Background: an optimization exercise with open tools, aiming at small area and a short achievable clock period. Do not read the settings as production practice. In this exercise RTL edits were held to simulation tests only and were not proved equivalent to the original. Power is estimated from default activity; no workload was simulated.

===== design/flow/design.v =====
module fx2_core (
    input  wire        clk,
    input  wire        rst,
    input  wire        d_req,
    input  wire        d_we,
    input  wire [15:0] d_adr,
    input  wire [7:0]  d_dat_w,
    output wire [7:0]  d_dat_r,
    output wire        d_ack,
    output wire        d_err,
    input  wire        i_req,
    input  wire [15:0] i_adr,
    output wire [31:0] i_dat_r,
    output wire        i_ack,
    output wire        i_err
);
    localparam integer ROWS = 64;
    wire [15:0] bus_adr = d_req ? d_adr : i_adr;
    wire        acc_d   = d_req;
    wire        acc_i   = !d_req && i_req;
    wire        wr      = acc_d && d_we;
    wire        sel_main = (bus_adr[15:8] == 8'h00);
    wire        sel_bank = (bus_adr[15:8] == 8'hE6);
    wire        is_e600  = sel_bank && (bus_adr[7:0] == 8'h00);
    wire        is_tog   = sel_bank && (bus_adr[7:0] == 8'h83);
    wire        wr_bank   = wr && (d_adr[15:8] == 8'hE6);
    wire        wr_main   = wr && (d_adr[15:8] == 8'h00);
    wire        wr_e600   = wr_bank && (d_adr[7:0] == 8'h00);
    wire        wr_togctl = wr_bank && (d_adr[7:0] == 8'h83);
    wire [5:0]  word_adr  = bus_adr[7:2];
    wire [1:0]  byte_lane = bus_adr[1:0];
    wire [7:0] pre_lo = 8'b1 << word_adr[2:0];
    wire [7:0] pre_hi = 8'b1 << word_adr[5:3];
    genvar r, j, h;
    wire [ROWS-1:0] wrow;
    generate
        for (r = 0; r < ROWS; r = r + 1) begin : g_wdec
            assign wrow[r] = rst | (d_adr[7:2] == r);
        end
    endgenerate
    wire [3:0] wlane = {4{rst}} | ({4{wr_main}} & (4'b0001 << d_adr[1:0]));
    wire [7:0] wdata = rst ? 8'h00 : d_dat_w;
    wire [7:0] bank_val [0:3];
    generate
        for (j = 0; j < 4; j = j + 1) begin : g_bank
            wire c  = (byte_lane > j);
            wire cy = c & pre_lo[7];
            wire [7:0] rlo = c  ? {pre_lo[6:0], pre_lo[7]} : pre_lo;
            wire [7:0] rhi = cy ? {pre_hi[6:0], 1'b0}      : pre_hi;
            wire [7:0] grp [0:7];
            for (r = 0; r < ROWS; r = r + 1) begin : g_row
                wire we = wlane[j] & wrow[r];
                reg [7:0] mem;
                always @(posedge clk)
                    if (we)
                        mem <= wdata;
            end
            for (h = 0; h < 8; h = h + 1) begin : g_grp
                assign grp[h] = ({8{rlo[0]}} & g_row[8*h+0].mem) |
                                ({8{rlo[1]}} & g_row[8*h+1].mem) |
                                ({8{rlo[2]}} & g_row[8*h+2].mem) |
                                ({8{rlo[3]}} & g_row[8*h+3].mem) |
                                ({8{rlo[4]}} & g_row[8*h+4].mem) |
                                ({8{rlo[5]}} & g_row[8*h+5].mem) |
                                ({8{rlo[6]}} & g_row[8*h+6].mem) |
                                ({8{rlo[7]}} & g_row[8*h+7].mem);
            end
            assign bank_val[j] = ({8{rhi[0]}} & grp[0]) | ({8{rhi[1]}} & grp[1]) |
                                 ({8{rhi[2]}} & grp[2]) | ({8{rhi[3]}} & grp[3]) |
                                 ({8{rhi[4]}} & grp[4]) | ({8{rhi[5]}} & grp[5]) |
                                 ({8{rhi[6]}} & grp[6]) | ({8{rhi[7]}} & grp[7]);
        end
    endgenerate
    reg [31:0] ram_val;
    always @* begin
        case (byte_lane)
            2'd0: ram_val = {bank_val[3], bank_val[2], bank_val[1], bank_val[0]};
            2'd1: ram_val = {bank_val[0], bank_val[3], bank_val[2], bank_val[1]};
            2'd2: ram_val = {bank_val[1], bank_val[0], bank_val[3], bank_val[2]};
            default: ram_val = {bank_val[2], bank_val[1], bank_val[0], bank_val[3]};
        endcase
    end
    reg [7:0] csr_e600;      
    reg       tog_set;       
    reg       tog_rst;       
    reg       tog_dir;       
    reg [3:0] tog_ep;        
    reg [6:0] tog;           
    reg       sel_ok;
    reg [2:0] sel_idx;
    always @* begin
        sel_ok  = 1'b1;
        sel_idx = 3'd0;
        case (tog_ep)
            4'd0: sel_idx = 3'd0;
            4'd1: sel_idx = tog_dir ? 3'd2 : 3'd1;
            4'd2: sel_idx = 3'd3;
            4'd4: sel_idx = 3'd4;
            4'd6: sel_idx = 3'd5;
            4'd8: sel_idx = 3'd6;
            default: sel_ok = 1'b0;
        endcase
    end
    wire tog_q = sel_ok && tog[sel_idx];
    always @(posedge clk) begin
        if (rst) begin
            csr_e600 <= 8'h00;
            tog_set  <= 1'b0;
            tog_rst  <= 1'b0;
            tog_dir  <= 1'b0;
            tog_ep   <= 4'h0;
            tog      <= 7'h00;
        end else begin
            if (wr_e600)
                csr_e600 <= d_dat_w;
            tog_set <= wr_togctl ? d_dat_w[6] : 1'b0;
            tog_rst <= wr_togctl ? d_dat_w[5] : 1'b0;
            if (wr_togctl) begin
                tog_dir <= d_dat_w[4];
                tog_ep  <= d_dat_w[3:0];
            end
            if (sel_ok && tog_set)
                tog[sel_idx] <= 1'b1;
            else if (sel_ok && tog_rst)
                tog[sel_idx] <= 1'b0;
        end
    end
    wire [7:0] csr_val = ({8{is_e600}} & csr_e600) |
                         ({8{is_tog}}  & {tog_q, tog_set, tog_rst, tog_dir, tog_ep});
    wire [31:0] read_val = ({32{sel_main}} & ram_val) | {24'h0, csr_val};
    reg [31:0] resp;
    reg        ack_d;
    reg        ack_i;
    always @(posedge clk) begin
        if (rst) begin
            resp  <= 32'h0;
            ack_d <= 1'b0;
            ack_i <= 1'b0;
        end else begin
            resp  <= read_val;
            ack_d <= acc_d;
            ack_i <= acc_i;
        end
    end
    assign d_dat_r = resp[7:0];
    assign i_dat_r = resp;
    assign d_ack   = ack_d;
    assign i_ack   = ack_i;
    assign d_err   = 1'b0;
    assign i_err   = 1'b0;
endmodule

===== design/flow/flow/run.sh =====
#!/bin/bash
set -euo pipefail
cd "$(dirname "$0")/.."
bash standard.sh SETUP_SLACK_MARGIN=6.5 finish > flow_standard.log 2>&1

===== design/flow/standard.sh =====
#!/bin/bash
# synth_recipe.tcl (not shown) runs the flow's synth.tcl, then flattens the netlist and writes it again
# the make line also repeats each setting of config.mk as NAME=value (left out here)
make -C /OpenROAD-flow-scripts/flow DESIGN_CONFIG=/design/flow/config.mk WORK_HOME=/design/flow/orfs CLKGATE_MAP_FILE= SYNTH_SCRIPT=/design/flow/synth_recipe.tcl "${@:-finish}"

===== design/flow/config.mk =====
export PLATFORM = sky130hd
export DESIGN_NAME = fx2_core
export DESIGN_NICKNAME = fx2_core
export VERILOG_FILES = /design/flow/design.v
export SDC_FILE = /design/flow/constraint.sdc
export NUM_CORES = 4
export LEC_CHECK = 0
export CAP_MARGIN = 10
export CORE_MARGIN = 2
export CORE_UTILIZATION = 45
export CTS_BUF_LIST = sky130_fd_sc_hd__clkbuf_8
export CTS_CLUSTER_DIAMETER = 50
export CTS_CLUSTER_SIZE = 16
export PLACE_DENSITY = 0.56
export SLEW_MARGIN = 10
export TNS_END_PERCENT = 1

===== design/flow/constraint.sdc =====
create_clock -name core_clock -period 10.0 [get_ports {clk}]
set_input_delay 2.0000 -clock core_clock [delete_from_list [all_inputs] [get_ports {clk}]]
set_output_delay 2.0000 -clock core_clock [all_outputs]
set_load 0.01 [all_outputs]

==> results by group <==
Status
  • Status: finished with violations
  • SO Viols: capacitance limit

Floorplanning
  • # rows: 156
  • Die Ht: 430 um
  • Core box area: 181000 um^2
  • Initial Util: 45.2%
  • Die footprint: 185000 um^2
  • I/O pins: 89
  • Die Wd: 430 um

Run
  • Max-cap violations: 1

Timing
  • WHS: 463 ps
  • Max transition margin: -2.48%
  • Hold violation count in the final report: 0
  • Tmin final: 4360 ps
  • Worst-Margin Slew: 1540 ps
  • Worst Slack Setup Final: 5640 ps
  • Final Cycle Share: 43.6%
  • Final setup violation count: 0
  • Final Skew: 99.6 ps
  • Highest clock rate: 229 MHz
  • Max-slew violation count: 5
  • Setup TNS: 0 ps
  • RSZ-0062 raised after global routing: yes

Route
  • Vias: 53042
  • DR WL/cell: 36.6 um
  • DRC: 0
  • Starting DRT DRC Count: 8136
  • Total Wirelength: 293000 um
  • Drt first pass iters: 9
  • Antenna viol nets, final: 0
  • Vias per inst: 6.61

Clock network
  • # H-tree levels: 4
  • Deepest clock path buffer count: 3
  • CTS tree: yes
  • Clock root cell: clkbuf_8
  • Cts bufs inserted: 184
  • Worst-Skew Late Latency: 1050 ps
  • CTS Sinks: 2104
  • CTS clk-pin slew, worst paths: 90 ps

Global route
  • Antenna violations before repair: 18
  • Total GRT Usage: 31.4%
  • Number of global-route vias before repair: 49699
  • Total global routing overflow: 0
  • Largest net degree at the start of global routing: 192
  • Global-route wire length before repair: 405000 um

Final layout
  • Most common cell after layout, fill and taps aside: edfxtp_1
  • Most frequent cells in the layout: edfxtp_1, nand2_1, a21oi_1, a22oi_1, buf_4
  • Layout cells sized above 1: 23.0%
  • Final net count: 5553
  • Syn-to-layout area delta: 17.0%

Min path
  • Hold path depth: 2
  • Min-Delay Path Class: reg -> reg

Critical path
  • CP most frequent cell: buf_4
  • Crit path buffers/inverters: 4
  • Critical Path End Type: flip-flop
  • Slowest CP cell: dlygate4sd2_1
  • CP Cell Sequence: dlygate4sd2_1 -> mux2i_2 -> buf_4 -> xnor2_1 -> buf_4 -> nand2_1 -> a31oi_1 -> nor4_4 -> buf_4 -> nand3_1 -> a221oi_2 -> o22ai_1
  • R2R cell count: 10
  • Crit path DAT: 5230 ps
  • Max stage delay on crit path: 610 ps
  • Worst R2R Start: tog_ep[1]$_SDFFE_PP0P_
  • Setup CP Type: in -> reg
  • Critical path peak fanout: 13
  • Crit path launch type: input port
  • R2R Setup Slk: 7020 ps
  • CP delay by family, top: buffers and inverters
  • Worst EP required: 10880 ps

Power and ir drop
  • Sw Ratio: 27.0%
  • Clock Power Share: 30.3%
  • Int Pwr: 13.6 mW
  • Final Power: 18.7 mW
  • Peak supply drop: 0.0000995 V
  • Combinational Power Share: 13.5%
  • LEAKAGE: 29.8 nW
  • Power share of the sequential group: 56.2%
  • Pwr Density: 196 nW/um^2
  • Switching power: 5.04 mW

Synth
  • Seq cells post-synth: 2104
  • Syn Area/Cell: 15.6 um^2
  • Synth area leaders: edfxtp_1, a22oi_1, nand2_1
  • Most common flop cell mapped by yosys: edfxtp_1
  • Synth area leader: edfxtp_1
  • Ys Warns: 1
  • Area share of the largest cell type after synthesis: 75.4%
  • Number of synthesized flops with an enable pin: 2048
  • Netlist cell types: 95
  • Cells after Synth: 5235
  • Post-synthesis cell area: 81600 um^2
  • Sequential element share of the synthesized area: 76.7%
  • Asr flop ratio synth: 0%

Placed design
  • GP Congestion: 0.975
  • Worst slack, placed: 2760 ps
  • Port bufs: 86
  • Detailed Place HPWL: 167000 um
-- power by group through the flow --
stage / combinational (mW) / sequential, mW / clock (mW)
floorplan: 1.09 / 10.6 / 0
global placement: 1.96 / 10.7 / 0
detailed placement: 1.97 / 10.7 / 0
CTS: 2.45 / 10.5 / 5.69
global route: 2.59 / 10.5 / 6.01
finish: 2.52 / 10.5 / 5.66
-- final cells by class --
type / instances / area [um^2]
fillers: 14516 / 85100
inverters: 10 / 37.5
multi-input cells: 2772 / 20400
clock inverters: 133 / 1540
clock buffers: 191 / 2630
well taps: 2370 / 2970
flip-flops and latches: 2104 / 62600
repair buffers: 433 / 5260
diodes: 9 / 22.5
-- repair_timing --
item / 4_1_cts / 5_1_grt
cloned: 43 / 0
setup endpoints to repair: 2666 / 2945
hold buffers: 0 / 0
pin swaps: 160 / 6
setup buffers: 158 / 5
resized for setup: 816 / 28
-- synthesized netlist by cell type, types with 6 or more instances --
cell / number
a211oi_1: 10
a21boi_0: 7
a21o_1: 43
a21oi_1: 335
a221o_1: 9
a221oi_1: 96
a222oi_1: 110
a22o_1: 195
a22oi_1: 271
a2bb2oi_1: 18
a31oi_1: 113
a32oi_1: 10
a41oi_1: 9
and3_1: 15
buf_1: 42
buf_2: 126
buf_4: 31
buf_6: 7
clkbuf_1: 153
dfxtp_1: 56
edfxtp_1: 2048
inv_1: 10
mux2_2: 42
mux2i_1: 81
nand2_1: 514
nand2b_1: 13
nand3_1: 56
nand4_1: 6
nor2_1: 340
nor2b_1: 13
nor3_1: 90
nor4_1: 23
o211ai_1: 20
o21ai_0: 94
o21ai_1: 6
o221ai_1: 23
o22ai_1: 50
o2bb2a_1: 6
or4_1: 10
xnor2_1: 8
-- worst max path at each step --
stage / slack [ps] / start / endpoint / cells past startpoint
2_1_floorplan: 4860 / rst / g_bank[0].g_row[0].mem[3]$_DFFE_PP_ / 4
6_report: 5640 / d_adr[5] / resp[6]$_SDFF_PP0_ / 12
4_1_cts: 5790 / resp[22]$_SDFF_PP0_ / i_dat_r[22] / 1
3_5_place_dp: 2760 / d_req / resp[7]$_SDFF_PP0_ / 13
3_3_place_gp: 2820 / d_req / resp[7]$_SDFF_PP0_ / 13
5_1_grt: 5620 / d_req / resp[6]$_SDFF_PP0_ / 14
-- registers in the layout, indices dropped and copies added, names as in the netlist, named ones only --
name and count:
tog_dir 1, tog_set 1, tog_rst 1, ack_i 1
csr_e600 8, ack_d 1, resp 32, tog_ep 4
g_bank.g_row.mem 2048
-- worst register-to-register path, stage by stage, from the launching register on --
cell and delay, ps:
dfxtp_1 430, nor2_1 220, nand3b_1 100, a21oi_1 380, inv_1 150, ha_1 220, xnor2_1 180, nor3b_1 680
nand3_1 200, mux2i_1 210, nor2_1 50
-- through the flow --
| stage | std cells | utilization [%] | area, um^2 |
|---|---|---|---|
| 6_report | 8022 | 52.9 | 95500 |
| 3_3_place_gp | 7482 | 47.4 | 85500 |
| 4_1_cts | 8007 | 52.7 | 95200 |
| 3_5_place_dp | 7482 | 47.4 | 85600 |
| 5_1_grt | 8016 | 52.9 | 95500 |
| 2_1_floorplan | 5236 | - | 81700 |
-- routing by layer --
metal	vias to the layer above	global-route usage (%)	wire length, um
met2	3300	45.8	129000
met5	-	0	51
li1	21572	-	-
met3	674	8.25	32700
met4	8	17.9	18700
met1	27488	42.6	113000
-- logic make-up after synthesis --
logic type	share of synthesized area [%]
mux	1.88
compound gates	13.2
fa+ha+maj	0.0460
flops	76.7
xor+xnor	0.118
simple gates	5.87
other cells	0.00460
buf+inv	2.10

-- port drivers added, routing unchanged --
The results above use ideal ports. As a check the final layout listed here was re-extracted and re-timed, cells and wires unchanged. Step 1 assumes that a clkbuf_16 drives the clock port and a buf_2 every other input. Step 2 times the ports against the registers' clock, not the clock port: input delays grow and output delays shrink by t, the midpoint of the rising clock arrivals with the driver on. a / b / c = no drivers / after step 1 / after step 2; a / b = the first two.
t, ns: 1.075
setup WS [ns]: 5.641 / 5.592 / 4.517
clock arrival spread, ns: 0.100 / 0.100
The setup slack of this run moves by -0.049 ns with the drivers and by -1.124 ns with both steps.
